From an optimization exercise on the open Yosys and OpenROAD flow, aimed at small area, a short achievable clock period and few clock cycles; shortcuts taken in it are not production practice.
Function was checked by simulation only, so behaviour that the tests miss may differ from the original.
Power is estimated from default activity; no workload was simulated.

$ cat flow/design.v
module rcb_norm (
    input  wire [31:0] angle,
    output wire [8:0]  imod
);
    wire [16:0] ub = {angle[31], angle[31:16]} + 17'd33120;
    wire [16:0] m  = ub % 17'd360;
    assign imod = m[8:0];
endmodule
module rcb_a2l (
    input  wire [24:0] norm,
    input  wire [5:0]  n,
    output wire [4:0]  idx,
    output wire [8:0]  r360,
    output wire [15:0] flo
);
    wire [29:0] u = n * norm;
    wire [13:0] t = u[29:16];
    wire [13:0] q = t / 14'd360;
    wire [13:0] r = t % 14'd360;
    assign idx  = q[4:0];
    assign r360 = r[8:0];
    assign flo  = u[15:0];
endmodule
module rcb_canvas (
    input  wire        clk,
    input  wire        rst,
    input  wire        cmd_valid,
    output wire        cmd_ready,
    input  wire [3:0]  cmd_op,
    input  wire [31:0] cmd_a,
    input  wire [31:0] cmd_b,
    input  wire        cmd_flag,
    input  wire [31:0] cmd_color,
    output reg         rsp_valid,
    output reg  [1:0]  rsp_code,
    output reg  [31:0] rsp_data
);
    localparam OP_NOP   = 4'd0;
    localparam OP_CLEAR = 4'd1;
    localparam OP_ARC   = 4'd2;
    localparam OP_FILL  = 4'd3;
    localparam OP_DECAY = 4'd4;
    localparam OP_A2L   = 4'd5;
    localparam OP_RDPIX = 4'd6;
    localparam OP_WRPIX = 4'd7;
    localparam OP_SETN  = 4'd8;
    localparam RSP_OK     = 2'd0;
    localparam RSP_RANGE  = 2'd2;
    localparam RSP_BADOPC = 2'd3;
    reg        rdy;                  
    reg        p_v;                  
    reg [3:0]  p_op;
    reg [31:0] p_a, p_b, p_col;
    reg        p_fl;
    reg        c_v;                  
    reg        c_go;                 
    reg [3:0]  c_op;
    reg [31:0] c_a, c_b, c_col;
    reg        c_fl;
    reg        c_ph;                 
    reg [3:0]  c_cnt;                
    reg [8:0]  c_r;                  
    reg        stale;                
    reg [5:0]  n_q;                  
    reg [4:0]  h;                    
    reg [31:0] P [0:31];
    reg [51:0] dreg;                 
    reg        clr_al; reg [4:0] clr_st;
    reg        d_al;   reg [4:0] d_st;  reg [31:0] d_m, d_b;
    reg        a1_al;  reg [4:0] a1_st, a1_lo, a1_hi; reg a1_nw, a1_ee, a1_cw;
    reg [31:0] a1_c;   reg [24:0] a1_rem;
    reg        a2_al;  reg [4:0] a2_st, a2_lo, a2_hi; reg a2_nw, a2_ee, a2_cw;
    reg [31:0] a2_c;   reg [24:0] a2_rem;
    reg        f_al;   reg [4:0] f_st;  reg [31:0] f_t;
    assign cmd_ready = rdy;
    wire accept = cmd_valid & rdy;
    wire go     = c_v & c_go & !stale;
    wire act    = c_v & !stale;      
    wire move   = p_v & (!c_v | go);
    wire op_clear = (c_op == OP_CLEAR);
    wire op_arc   = (c_op == OP_ARC);
    wire op_fill  = (c_op == OP_FILL);
    wire op_decay = (c_op == OP_DECAY);
    wire op_a2l   = (c_op == OP_A2L);
    wire op_rdpix = (c_op == OP_RDPIX);
    wire op_wrpix = (c_op == OP_WRPIX);
    wire op_setn  = (c_op == OP_SETN);
    wire a_ge_n   = (c_a[31:6] != 26'd0) || (c_a[5:0] >= n_q);
    wire fill_rng = c_a[31] || (c_a[30:0] > 31'h0001_0000);
    wire setn_rng = (c_a == 32'd0) || (c_a > 32'd32);
    wire at_head  = (c_a[4:0] == h);
    wire a_slot_ok = !a2_al && !f_al;
    wire d_slot_ok = !d_al && !a1_al && !a2_al && !f_al;
    wire tgt2      = a1_al;
    wire [8:0]  imF, imT;
    rcb_norm u_nF (.angle(p_a), .imod(imF));
    rcb_norm u_nT (.angle(p_b), .imod(imT));
    wire [4:0]  iF, iT;
    wire [8:0]  rF, rT;
    wire [15:0] loF, loT;
    rcb_a2l u_from (.norm(c_a[24:0]), .n(n_q), .idx(iF), .r360(rF), .flo(loF));
    rcb_a2l u_to   (.norm(c_b[24:0]), .n(n_q), .idx(iT), .r360(rT), .flo(loT));
    wire arc_nw = c_fl ? (c_b[24:0] >= c_a[24:0]) : (c_b[24:0] <= c_a[24:0]);
    wire [4:0] arc_lo = c_fl ? iF : iT;
    wire [4:0] arc_hi = c_fl ? iT : iF;
    wire [4:0] h1    = h + 5'd1;
    wire [4:0] hm1_0 = (h == 5'd0) ? n_q[4:0] - 5'd1 : h - 5'd1;
    wire [4:0] hp1_0 = ({1'b0, h} + 6'd1 == n_q) ? 5'd0 : h + 5'd1;
    wire [4:0] hm1_1 = (h1 == 5'd0) ? n_q[4:0] - 5'd1 : h;
    wire [4:0] hp1_1 = ({1'b0, h1} + 6'd1 == n_q) ? 5'd0 : h1 + 5'd1;
    wire a1_in0 = a1_nw ? (h >= a1_lo && h <= a1_hi) : (h >= a1_lo || h <= a1_hi);
    wire a2_in0 = a2_nw ? (h >= a2_lo && h <= a2_hi) : (h >= a2_lo || h <= a2_hi);
    wire a1_in1 = a1_nw ? (h1 >= a1_lo && h1 <= a1_hi) : (h1 >= a1_lo || h1 <= a1_hi);
    wire a2_in1 = a2_nw ? (h1 >= a2_lo && h1 <= a2_hi) : (h1 >= a2_lo || h1 <= a2_hi);
    wire [4:0] a1_iT = a1_cw ? a1_hi : a1_lo;
    wire [4:0] a2_iT = a2_cw ? a2_hi : a2_lo;
    wire a1_ed0 = a1_ee && ((a1_cw ? hm1_0 : hp1_0) == a1_iT);
    wire a2_ed0 = a2_ee && ((a2_cw ? hm1_0 : hp1_0) == a2_iT);
    wire a1_ed1 = a1_ee && ((a1_cw ? hm1_1 : hp1_1) == a1_iT);
    wire a2_ed1 = a2_ee && ((a2_cw ? hm1_1 : hp1_1) == a2_iT);
    wire E2_0 = a2_al & a2_ed0;
    wire I2_0 = a2_al & a2_in0;
    wire E1_0 = a1_al & a1_ed0;
    wire I1_0 = a1_al & a1_in0;
    wire E2_1 = a2_al & (h1 != a2_st) & a2_ed1;
    wire I2_1 = a2_al & (h1 != a2_st) & a2_in1;
    wire E1_1 = a1_al & (h1 != a1_st) & a1_ed1;
    wire u_fill = c_v & op_fill & !f_al;             
    wire u_dec  = c_v & op_decay & d_slot_ok;        
    wire e2_sel = stale ? E2_0 : E2_1;
    wire e1_sel = stale ? (!E2_0 & !I2_0 & E1_0) : (!E2_1 & !I2_1 & E1_1);
    reg  [31:0] dp_v, dp_m, dp_b;
    always @(*) begin
        if (!stale & u_fill) begin
            dp_v = c_col; dp_m = c_a; dp_b = 32'd0;
        end else if (!stale & u_dec) begin
            dp_v = P[0];  dp_m = c_a; dp_b = c_b;
        end else if (e2_sel) begin
            dp_v = a2_c;  dp_m = {7'd0, a2_rem}; dp_b = 32'd0;
        end else if (e1_sel) begin
            dp_v = a1_c;  dp_m = {7'd0, a1_rem}; dp_b = 32'd0;
        end else begin
            dp_v = stale ? P[0] : P[1]; dp_m = d_m; dp_b = d_b;
        end
    end
    wire dp_edge = e2_sel | e1_sel;
    reg  [31:0] dp_clamp;
    reg  [51:0] dp_out;
    reg  signed [40:0] dp_x;
    integer ch;
    always @(*) begin
        for (ch = 0; ch < 4; ch = ch + 1) begin
            dp_x = $signed({1'b0, dp_v[ch*8 +: 8]}) * $signed(dp_m) + $signed(dp_b);
            if (dp_x[40])
                dp_clamp[ch*8 +: 8] = 8'd0;
            else if (dp_x[39:24] != 16'd0)
                dp_clamp[ch*8 +: 8] = 8'd255;
            else
                dp_clamp[ch*8 +: 8] = dp_x[23:16];
            dp_out[ch*13 +: 13] = dp_edge ? dp_x[32:20] : {5'd0, dp_clamp[ch*8 +: 8]};
        end
    end
    wire [7:0]  dec0c = d_b[31] ? 8'd0 : (d_b[30:24] != 7'd0) ? 8'd255 : d_b[23:16];
    reg  [31:0] dq, eq;              
    reg  [12:0] eq_t;
    always @(*) begin
        for (ch = 0; ch < 4; ch = ch + 1) begin
            dq[ch*8 +: 8] = dreg[ch*13 +: 8];
            eq_t = dreg[ch*13 +: 13] / 13'd45;
            eq[ch*8 +: 8] = {1'b0, eq_t[6:0]};
        end
    end
    wire [31:0] vD = d_al ? (clr_al ? {4{dec0c}} : dq) : (clr_al ? 32'd0 : P[0]);
    wire [31:0] vA = E2_0 ? eq : I2_0 ? a2_c : E1_0 ? eq : I1_0 ? a1_c : vD;
    reg  [31:0] vF;
    always @(*) begin
        for (ch = 0; ch < 4; ch = ch + 1)
            vF[ch*8 +: 8] = (f_al && f_t[ch*8 +: 8] > vA[ch*8 +: 8]) ?
                            f_t[ch*8 +: 8] : vA[ch*8 +: 8];
    end
    wire step = act & (
          op_rdpix & !a_ge_n & (c_go | !at_head)
        | !c_go & op_wrpix & !a_ge_n & !a_slot_ok
        | !c_go & op_decay & !d_slot_ok
        | !c_go & op_fill & !fill_rng & f_al
        | !c_go & op_arc & !a_slot_ok);
    wire a2l_p0   = act & op_a2l & !c_ph;
    wire a2l_it   = act & op_a2l & c_ph;
    wire do_clr   = go & (op_clear | op_setn & !setn_rng);
    wire ins_d    = go & op_decay;
    wire ins_f    = go & op_fill & !fill_rng;
    wire ins_w    = go & op_wrpix & !a_ge_n;
    wire ins_a    = go & op_arc;
    wire ins_any  = ins_w | ins_a;
    wire [4:0] h_nx = do_clr ? 5'd0 : step ? h1 : h;
    wire [5:0] n_nx = (go & op_setn & !setn_rng) ? c_a[5:0] : n_q;
    wire clr_al_nx = do_clr | clr_al & !(step & (h1 == clr_st));
    wire d_al_nx   = !do_clr & (ins_d | d_al & !(step & (h1 == d_st)));
    wire a1_al_nx  = !do_clr & (ins_any & !tgt2 | a1_al & !(step & (h1 == a1_st)));
    wire a2_al_nx  = !do_clr & (ins_any & tgt2 | a2_al & !(step & (h1 == a2_st)));
    wire f_al_nx   = !do_clr & (ins_f | f_al & !(step & (h1 == f_st)));
    wire a_ok_nx = !a2_al_nx & !f_al_nx;
    wire d_ok_nx = !d_al_nx & !a1_al_nx & !a2_al_nx & !f_al_nx;
    wire stale_nx = ins_a & ((c_fl ? hm1_0 : hp1_0) == iT);
    wire [9:0] a2l_r2 = {c_r, rsp_data[15]};
    wire       a2l_qb = (a2l_r2 >= 10'd360);
    wire [9:0] a2l_rn = a2l_qb ? a2l_r2 - 10'd360 : a2l_r2;
    wire       c_v_nx   = move | c_v & !go;
    wire [3:0] op_nx    = move ? p_op : c_op;
    wire [31:0] a_nx    = move ? p_a : c_a;
    wire       c_ph_nx  = !move & (c_ph | a2l_p0);
    wire [3:0] cnt_nx   = a2l_p0 ? 4'd0 : a2l_it ? c_cnt + 4'd1 : c_cnt;
    wire a_ge_n_nx = (a_nx[31:6] != 26'd0) || (a_nx[5:0] >= n_nx);
    wire fill_rng_nx = a_nx[31] || (a_nx[30:0] > 31'h0001_0000);
    reg  pred;
    always @(*) begin
        case (op_nx)
        OP_ARC:   pred = a_ok_nx;
        OP_A2L:   pred = c_ph_nx & (cnt_nx == 4'd15);
        OP_RDPIX: pred = a_ge_n_nx | (a_nx[4:0] == h_nx);
        OP_WRPIX: pred = a_ge_n_nx | a_ok_nx;
        OP_DECAY: pred = d_ok_nx;
        OP_FILL:  pred = fill_rng_nx | !f_al_nx;
        default:  pred = 1'b1;
        endcase
    end
    wire p_v_nx = accept | p_v & !move;
    wire c_go_nx = pred & !stale_nx;
    wire rdy_nx  = (!p_v_nx | !c_v_nx | c_go_nx) & !stale_nx;
    integer k;
    always @(posedge clk) begin
        if (step) begin
            for (k = 0; k < 31; k = k + 1)
                P[k] <= P[k + 1];
            P[31] <= vF;
        end
        if (step | ins_d | stale)
            dreg <= dp_out;
    end
    always @(posedge clk) begin
        if (rdy) begin
            p_op  <= cmd_op;
            p_a   <= cmd_a;
            p_b   <= cmd_b;
            p_col <= cmd_color;
            p_fl  <= cmd_flag;
        end
        if (move) begin
            c_op  <= p_op;
            c_a   <= (p_op == OP_ARC || p_op == OP_A2L) ? {7'd0, imF, p_a[15:0]} : p_a;
            c_b   <= (p_op == OP_ARC) ? {7'd0, imT, p_b[15:0]} : p_b;
            c_col <= p_col;
            c_fl  <= p_fl;
        end
        c_cnt <= cnt_nx;
        if (a2l_p0)
            c_r <= rF;
        else if (a2l_it)
            c_r <= a2l_rn[8:0];
        if (ins_d) begin
            d_m <= c_a;
            d_b <= c_b;
            d_st <= h;
        end
        if (ins_f) begin
            f_t  <= dp_clamp;
            f_st <= h;
        end
        if (ins_a & !tgt2) begin
            a1_lo <= arc_lo; a1_hi <= arc_hi; a1_nw <= arc_nw; a1_ee <= 1'b1;
            a1_cw <= c_fl; a1_c <= c_col; a1_rem <= {rT, loT}; a1_st <= h;
        end
        if (ins_a & tgt2) begin
            a2_lo <= arc_lo; a2_hi <= arc_hi; a2_nw <= arc_nw; a2_ee <= 1'b1;
            a2_cw <= c_fl; a2_c <= c_col; a2_rem <= {rT, loT}; a2_st <= h;
        end
        if (ins_w & !tgt2) begin
            a1_lo <= c_a[4:0]; a1_hi <= c_a[4:0]; a1_nw <= 1'b1; a1_ee <= 1'b0;
            a1_c  <= c_col; a1_st <= h;
        end
        if (ins_w & tgt2) begin
            a2_lo <= c_a[4:0]; a2_hi <= c_a[4:0]; a2_nw <= 1'b1; a2_ee <= 1'b0;
            a2_c  <= c_col; a2_st <= h;
        end
        if (go) begin
            rsp_code <= RSP_OK;
            if (op_rdpix)
                rsp_data <= vF;
            if (op_rdpix & a_ge_n | op_wrpix & a_ge_n | op_fill & fill_rng
                | op_setn & setn_rng)
                rsp_code <= RSP_RANGE;
            if (c_op > OP_SETN)
                rsp_code <= RSP_BADOPC;
        end
        if (a2l_p0)
            rsp_data <= {11'd0, iF, loF};
        else if (a2l_it)
            rsp_data[15:0] <= {rsp_data[14:0], a2l_qb};
        if (rst) begin
            rdy       <= 1'b1;
            p_v       <= 1'b0;
            c_v       <= 1'b0;
            c_go      <= 1'b0;
            c_ph      <= 1'b0;
            stale     <= 1'b0;
            rsp_valid <= 1'b0;
            n_q       <= 6'd32;
            h         <= 5'd0;
            clr_al    <= 1'b1;
            clr_st    <= 5'd0;
            d_al      <= 1'b0;
            a1_al     <= 1'b0;
            a2_al     <= 1'b0;
            f_al      <= 1'b0;
        end else begin
            rdy       <= rdy_nx;
            p_v       <= p_v_nx;
            c_v       <= c_v_nx;
            c_go      <= c_go_nx;
            c_ph      <= c_ph_nx;
            stale     <= stale_nx;
            rsp_valid <= go;
            n_q       <= n_nx;
            h         <= h_nx;
            if (do_clr)
                clr_st <= 5'd0;
            clr_al    <= clr_al_nx;
            d_al      <= d_al_nx;
            a1_al     <= a1_al_nx;
            a2_al     <= a2_al_nx;
            f_al      <= f_al_nx;
        end
    end
endmodule
$ cat flow/run.sh
#!/bin/bash
# synth_recipe.tcl (not shown) runs the flow's synth.tcl, then flattens the netlist and writes it again
# the make line also repeats each setting of config.mk as NAME=value (left out here)
make -C /OpenROAD-flow-scripts/flow DESIGN_CONFIG=/design/flow/config.mk WORK_HOME=/design/flow/orfs CLKGATE_MAP_FILE= SYNTH_SCRIPT=/design/flow/synth_recipe.tcl finish
$ cat flow/config.mk
export PLATFORM = sky130hd
export DESIGN_NAME = rcb_canvas
export DESIGN_NICKNAME = rcb_canvas
export VERILOG_FILES = /design/flow/design.v
export SDC_FILE = /design/flow/constraint.sdc
export NUM_CORES = 4
export LEC_CHECK = 0
export CAP_MARGIN = 20
export CORE_MARGIN = 2
export CORE_UTILIZATION = 35
export PLACE_DENSITY = 0.5
export SLEW_MARGIN = 20
$ cat flow/constraint.sdc
create_clock -name core_clock -period 45.0 [get_ports {clk}]
set_input_delay 9.0000 -clock core_clock [delete_from_list [all_inputs] [get_ports {clk}]]
set_output_delay 9.0000 -clock core_clock [all_outputs]
set_load 0.01 [all_outputs]
==> key figures <==
Logic synthesis
  • Share of flip-flops with an asynchronous set or reset after synthesis: 0%
  • Syn_area_per_cell: 10.56 µm²
  • Most area-hungry cell type in the Yosys netlist: sky130_fd_sc_hd__edfxtp_1
  • Number of distinct library cells after synthesis: 130
  • Synth Register Bits: 1604
  • Predominant post-synthesis flop cell: sky130_fd_sc_hd__edfxtp_1
  • Synthesized area: 119200 µm²
  • Synthesized netlist net count: 13.07k
  • Post-synth EDFFs: 1558
  • Proportion of netlist area held by the largest area contributor: 39.24%
  • Cell types with the largest area share after synthesis: sky130_fd_sc_hd__edfxtp_1, sky130_fd_sc_hd__fa_1, sky130_fd_sc_hd__ha_1
  • Syn. warnings: 2
  • Cells after synthesis: 11.29k
  • Register area share after synthesis: 40.01%

Final layout
  • Sequential cell area: 47720 µm²
  • Commonest non-fill, non-tap cell in the layout: sky130_fd_sc_hd__edfxtp_1
  • Number of inserted filler cells in the final layout: 33.26k
  • Synthesis-to-finish area growth: 10.86%
  • Area of combinational cells with multiple inputs: 64510 µm²
  • Post-route insts no fill: 15.98k
  • Commonest non-fill, non-tap cells in the layout: sky130_fd_sc_hd__edfxtp_1, sky130_fd_sc_hd__inv_1, sky130_fd_sc_hd__nor2_1
  • Share of final-layout standard cells stronger than drive strength 1: 6.879%
  • Net count, final: 13.07k

Timing
  • Highest clock frequency the design can meet: 0.06020 GHz
  • Hold violation count in the final report: 0
  • Measured slew at the worst slew-check pin: 1210 ps
  • Layout Skew: 87.09 ps
  • Setup violation total in the final timing report: 0
  • Number of pins with negative max-slew slack in the final report: 0
  • Period Utilization, post-route: 36.91%
  • Fin crit period: 16610 ps
  • Slack of the critical path: 28390 ps
  • Max_slew headroom: 18.46%
  • Final hold slack: 379.5 ps
  • RSZ-0062 raised after global routing: false
  • Setup Total Neg Slack: 0 ps

Floorplan
  • Vertical die dimension: 587.7 µm
  • Core area: 339500 µm²
  • Die area: 345400 µm²
  • Width of the chip: 587.7 µm
  • Starting density of the core: 35.12%
  • # rows: 214
  • I/O pins: 140

Route
  • Vias: 86.08k
  • Drc violations: 0
  • Number of detailed-routing iterations run before antenna repair: 6
  • DRT iter0 DRCs: 7106
  • Number of nets still failing antenna checks after routing: 0
  • Wire length reported by the detailed router: 386.4 mm
  • Wire per inst: 24.17 µm
  • Average via count per standard cell: 5.386

GRT
  • Global-route wire length before repair: 575.3 mm
  • Grt ovf: 0
  • Met3 demand-to-capacity share in global routing: 3.271%
  • M1 GR Usage: 30.78%
  • Busiest grt layer: met2
  • Overall global routing resource usage: 22.05%
  • Global routing met2 resource utilization: 34.60%
  • Via count of the first global-routing pass: 87.16k
  • Antenna violations before repair: 18
  • Pin count of the biggest net entering global routing: 182

Pwr
  • Total leakage power: 53.58 nW
  • Internal Power: 4.089 mW
  • Maximum vdd ir drop: 0.04812 mV
  • PD cells: 54.85 nW/µm²
  • P_sw: 3.162 mW
  • Logic gate share of total power: 55.1%
  • Clock Power Share: 20.4%
  • Overall power after layout: 7.251 mW
  • Switching power as a share of total power: 43.61%
  • Sequential cell fraction of total power: 24.6%

Clock tree
  • CTS hold repair buffers: 0
  • Buffer cell driving the clock tree root: sky130_fd_sc_hd__clkbuf_16
  • Number of gates resized after CTS: 0
  • CTS clock-pin slew for the worst setup and hold paths: 70 ps
  • Number of buffers on the longest clock path: 4
  • Total number of clock tree sinks: 1604
  • TritonCTS Buffers: 180
  • CTS HTree Levels: 4
  • Clock tree from TritonCTS: built
  • Post-CTS setup buffer count: 0
  • Clock Latency Late Sink: 910 ps

Worst setup path
  • Endpoint of the worst-slack reg-to-reg timing path: dreg[7]
  • Critical path destination: dreg[7]
  • CP Max Fanout: 55
  • Critical path capture point type: register
  • Critical Path Max Stage Delay: 870 ps
  • Worst Reg-to-Reg Cells: 53
  • Worst reg2reg startpoint: h[0]
  • Endpoint required time on the critical path: 45580 ps
  • FF-to-FF setup slack: 28390 ps
  • Slowest library cell on the worst path: sky130_fd_sc_hd__ha_1
  • Arrival time reported for the critical path endpoint: 17190 ps
  • Startpoint of the most critical setup path: h[0]
  • Startpoint type of the worst setup path: register
  • Worst Setup Path Type: register to register

Placement
  • Placer Congestion: 0.9261
  • Total instance count after detailed placement: 15.65k
  • Number of port buffers: 139
  • Dpl hpwl: 285.1 mm
  • Pre-CTS setup slack: 28630 ps

Status
  • Outcome: complete, no violations

Run
  • Number of maximum-capacitance constraint violations: 0

Worst hold path
  • Min-delay worst type: register to register
## layer usage
layer / vias up / part of all wire [%] / routed length [µm]
met3: 609 / 6.3 / 24150
met2: 2805 / 45 / 173900
li1: 38600 / - / -
met1: 44060 / 44 / 171700
met5: - / 0.015 / 57
met4: 8 / 4.3 / 16550
## logic make-up after synthesis
group,Yosys count,synth area share [%]
compound gates,1964,11.11
xor+xnor,406,3.053
fa+ha+maj,1686,24.68
buf+inv,1959,6.251
flops,1604,40.01
mux,223,1.951
simple gates,3450,12.94
## power by group through the flow
stage | logic [mW] | clock network, mW | registers [mW]
after floorplan | 2.78 | 0 | 1.79
after global placement | 3.90 | 0 | 1.81
after detailed placement | 3.94 | 0 | 1.81
after CTS | 3.97 | 1.52 | 1.78
after global routing | 4.43 | 1.57 | 1.78
final | 3.99 | 1.48 | 1.78
## through the flow
| step | utilization (%) | cell area [µm²] |
|---|---|---|
| after floorplan | - | 119200 |
| after global placement | 37.19 | 126300 |
| after detailed placement | 37.20 | 126300 |
| after CTS | 38.92 | 132100 |
| after global routing | 38.93 | 132200 |
| final | 38.94 | 132200 |
## state kept, by name, summed over array words and instances, names as in the netlist, 32 cells and up
| register | cells |
|---|---|
| c_col | 32 |
| p_b | 32 |
| c_b | 32 |
| rsp_data | 32 |
| d_m | 32 |
| a2_c | 32 |
| a1_c | 32 |
| dreg | 52 |
| p_a | 32 |
| d_b | 32 |
| c_a | 32 |
| p_col | 32 |
| P | 1024 |
| f_t | 32 |
## worst min-delay path by stage
stage | from | slack, ps | depth (start not counted) | end
2_1_floorplan | P[11][0] | 400 | 0 | P[10][0]
3_3_place_gp | P[23][17] | 400 | 0 | P[22][17]
3_5_place_dp | P[11][22] | 400 | 0 | P[10][22]
4_1_cts | P[5][16] | 370 | 0 | P[4][16]
5_1_grt | P[24][20] | 370 | 0 | P[23][20]
6_report | P[16][13] | 380 | 0 | P[15][13]
## cell type report
type / count / share of cell area (%)
Clock inverter: 100 / 0.8073
Clock buffer: 226 / 3.608
Timing Repair Buffer: 365 / 2.360
Multi-Input combinational cell: 7729 / 48.80
Sequential cell: 1604 / 36.10
Inverter: 1416 / 4.021
Antenna cell: 8 / 0.01514
Tap cell: 4536 / 4.293
## synth_stat cells (all sizes together) (35+ instances only)
cell and instances:
or2 73, nand3 187, a211oi 112, xnor2 296, xor2 106, o22ai 68, and2 112, mux2i 166
nand2 1097, clkbuf 459, a21oi 499, o31ai 55, nand2b 77, nand4 68, o21a 110, ha 553
nor2 1277, nor3 192, and3 59, inv 1411, a21o 111, nor4 63, a31oi 68, nor2b 66
a22oi 35, o21ai 409, edfxtp 1558, or3 72, fa 1116, mux2 55, o211ai 61, buf 84
dfxtp 46
## worst max-delay path: cells and delay by family, from the launching register on
family	cells	cell delay, ps
AOI/OAI and AO/OA	23	5970
xor gates and xnor gates	2	1010
adders and majority gates	7	3780
buffers and inverters	9	2680
DFF	1	310
and+or+nand+nor	12	2460
Testbench counts, summed over its fixed seeds: cycles 4,545.

[what the ideal ports hide]
Ports are ideal in the flow. The routed layout listed here was re-timed in OpenROAD.
Step 1: set_driving_cell puts a clkbuf_16 on clk and a buf_2 on each other input, an assumption about the parent block.
Step 2 adds t to the input delays and takes it off the output delays; t is the mean of the earliest and latest rising clock arrival at the registers after step 1. Input paths then give back, and output paths get back, about the clock's delay inside the block.
a / b / c = ideal / step 1 / step 2; a / b = the first two.
shift t [ns]: 0.965
setup WS [ns]: 28.389 / 28.389 / 28.389
hold slack, ns: 0.379 / 0.379 / 0.379
After both steps setup and hold are still met in this run. For this run, drivers alone change the setup slack by 0.000 ns; drivers and shift together by 0.000 ns.
